Background: an optimization exercise with open tools, aiming at small area, a short achievable clock period and few clock cycles per item. Do not read the settings as production practice.
Function was checked by simulation only, so behaviour that the tests miss may differ from the original.
Power and IR drop assume default switching activity.

== job 8650 ==
// msf_decoder
module msf_decoder (
    input  wire        clk,
    input  wire        rst,           
    input  wire        start,         
    input  wire [7:0]  count,         
    input  wire [31:0] start_time,    
    output reg  [7:0]  mem_raddr,
    input  wire [7:0]  mem_rdata,
    output reg         done,
    output reg  [8:0]  dstat,         
    output reg  [5:0]  secs,
    output reg  [7:0]  rd_ptr,
    output reg  [59:0] a_bits,        
    output reg  [59:0] b_bits,        
    output reg  [31:0] rec_ticks,
    output reg  [7:0]  rec_year,
    output reg  [7:0]  rec_month,
    output reg  [7:0]  rec_day,
    output reg  [2:0]  rec_dow,
    output reg  [7:0]  rec_hour,
    output reg  [7:0]  rec_minute,
    output reg         rec_bst,
    output reg  [15:0] rec_dut1
);
Size: roughly 3300 cells after synthesis, ~300 I/O pins, roughly 0.030 mm2 of cells after synthesis.
export LEC_CHECK = 0
export CAP_MARGIN = 20
export CORE_MARGIN = 2
export CORE_UTILIZATION = 40
export PLACE_DENSITY = 0.6
export SLEW_MARGIN = 20
create_clock -name core_clock -period 30.0 [get_ports {clk}]
standard.sh (not shown) runs the stock make flow with config.mk's settings and CLKGATE_MAP_FILE= SYNTH_SCRIPT=/design/flow/synth_recipe.tcl, a recipe that flattens the netlist after the stock synthesis.
==> flow/flow/run.sh <==
#!/bin/bash
# Standard layout (standard.sh: the standard flow's own ORFS run, synthesis unchanged) with
# two settings changed:
#  - timing repair aims for setup slack SETUP_SLACK_MARGIN below the clock
#    period, so that it shortens the critical paths instead of stopping as
#    soon as the 30 ns period is met;
#  - ports are buffered with the small buf_1 (the resizer upsizes it where
#    timing needs it) instead of the default delay-cell buffer.
set -euo pipefail
bash standard.sh finish SETUP_SLACK_MARGIN=22.7 \
    "BUFFER_PORTS_ARGS=-buffer_cell sky130_fd_sc_hd__buf_1" > standard.log 2>&1
Having completed the whole flow, job 8650 delivered a layout that passed the timing, design-rule and antenna checks.
Testbench counts of job 8650, summed over its fixed seeds: cycles 48,359, decodes 384.
The inputs of job 3313 differ from those of job 8650 as listed below.
==> flow/flow/run.sh <==
#!/bin/bash
# Standard layout (standard.sh: the standard flow's own ORFS run, synthesis unchanged) with
# some settings changed:
#  - timing repair aims for setup slack SETUP_SLACK_MARGIN below the clock
#    period, so that it shortens the critical paths instead of stopping as
#    soon as the 30 ns period is met; it works on the worst path only
#    (TNS_END_PERCENT=0), which sets the period;
#  - ports are buffered with the small buf_1 (the resizer upsizes it where
#    timing needs it) instead of the default delay-cell buffer;
#  - the clock tree uses larger sink clusters (fewer buffers);
#  - no extra margin on the slew and capacitance limits.
set -euo pipefail
bash standard.sh finish SETUP_SLACK_MARGIN=22.7 TNS_END_PERCENT=0 \
    "BUFFER_PORTS_ARGS=-buffer_cell sky130_fd_sc_hd__buf_1" \
    CTS_CLUSTER_SIZE=24 CTS_CLUSTER_DIAMETER=100 \
    CAP_MARGIN=0 SLEW_MARGIN=0 > standard.log 2>&1
==> comparison <==
Job 3313: number of non-clock buffers is 22 lower than what job 8650 reported. As far as number of flops mapped to enable cells by yosys goes, job 8650 and job 3313 are indistinguishable; the numbers are identical. Job 3313 against job 8650: worst hold slack picked up an extra 0.0068 ns, number of cells on the worst reg-to-reg path now sits lower, layout filler cell count higher, worst slack at placement saw an increase, part of the total power dissipated in sequential elements saw an increase. Cell area: job 3313 vs job 8650 down 0.0013 mm2. Compared with job 8650, job 3313 is the less power-hungry design. The total wire length in job 3313 sits 1.5 mm below the value recorded for job 8650. Going from job 8650 to job 3313, the clock group share of total power was found to have gone down by 7.1 points.
[inputs] job 2949 vs job 3313
==> flow/flow/run.sh <==
#!/bin/bash
# Standard layout (standard.sh: the standard flow's own ORFS run, synthesis unchanged) with
# some settings changed:
#  - timing repair aims for setup slack SETUP_SLACK_MARGIN below the clock
#    period, so that it shortens the critical paths instead of stopping as
#    soon as the 30 ns period is met;
#  - ports are buffered with the small buf_1 (the resizer upsizes it where
#    timing needs it) instead of the default delay-cell buffer;
#  - the clock tree uses larger sink clusters (fewer buffers).
set -euo pipefail
bash standard.sh finish SETUP_SLACK_MARGIN=22.7 \
    "BUFFER_PORTS_ARGS=-buffer_cell sky130_fd_sc_hd__buf_1" \
    CTS_CLUSTER_SIZE=24 CTS_CLUSTER_DIAMETER=100 > standard.log 2>&1
### Flow results
Going from job 3313 to job 2949, relative area of clock buffers and inverters in the final design held, initial antenna violation count held, final max-slew violation count held, highest attainable clock frequency went up about 2.5%. Job 2949 vs job 3313 on total number of vias: job 2949 is the higher one.
Input changes introduced in job 9123 (baseline for comparison: job 2949):
diff --git a/flow/flow/run.sh b/flow/flow/run.sh
--- a/flow/flow/run.sh
+++ b/flow/flow/run.sh
@@ -9 +9,2 @@
-#  - the clock tree uses larger sink clusters (fewer buffers).
+#  - the clock tree uses larger sink clusters (fewer buffers);
+#  - no extra margin on the slew and capacitance limits.
@@ -13 +14,2 @@
-    CTS_CLUSTER_SIZE=24 CTS_CLUSTER_DIAMETER=100 > standard.log 2>&1
+    CTS_CLUSTER_SIZE=24 CTS_CLUSTER_DIAMETER=100 \
+    CAP_MARGIN=0 SLEW_MARGIN=0 > standard.log 2>&1
==> results.txt <==
- Taking job 2949 as the reference, in job 9123 count of fill cells added during filler insertion fell 0.83%, final design area excluding fillers about even.
- On final critical-path setup slack: between job 2949 and job 9123, it ends up higher for job 2949.
- Per the final summary, job 9123 finished and its layout is clean on timing, DRC and antenna.
- Job 2949 finished end to end and its layout was clean on timing, DRC and antenna.
- In job 9123 the global routing met1 resource utilization turned out 0.19 points lower than in job 2949.
- From job 2949 to job 9123 the numbers moved as follows: starting DRC count in detailed routing -145, final standard cell count with taps included and fillers excluded ~0 delta, power density relative to cell area -0.57 mW/mm2.
- Launching element of the worst setup path = a_bits[22]: job 2949; launching element of the worst setup path = a_bits[36]: job 9123
- Job 2949 has a higher final total power than job 9123.

==> port drivers added, routing unchanged <==
How much do the figures lean on ideal ports? The routed layouts below were timed once more, with nothing changed but the port constraints. Step 1 assumes that a clkbuf_16 drives the clock port and a buf_2 every other input. Step 2 adds t to the input delays and takes it off the output delays; t is the mean of the earliest and latest rising clock arrival at the registers after step 1. Input paths then give back, and output paths get back, about the clock's delay inside the block. a / b / c = no drivers / after step 1 / after step 2; a / b = the first two.
run	t (ns)	setup WS [ns]	cell pins on the clock port's net
job 8650	0.653	22.720 / 22.656 / 22.284	1
job 3313	0.625	22.558 / 22.496 / 22.141	1
job 2949	0.636	22.738 / 22.674 / 22.284	1
job 9123	0.627	22.729 / 22.667 / 22.293	1
After both steps setup and hold are still met in every run listed. The setup slack of job 2949, which loses most, moves by -0.064 ns with the drivers and by -0.454 ns with both steps.
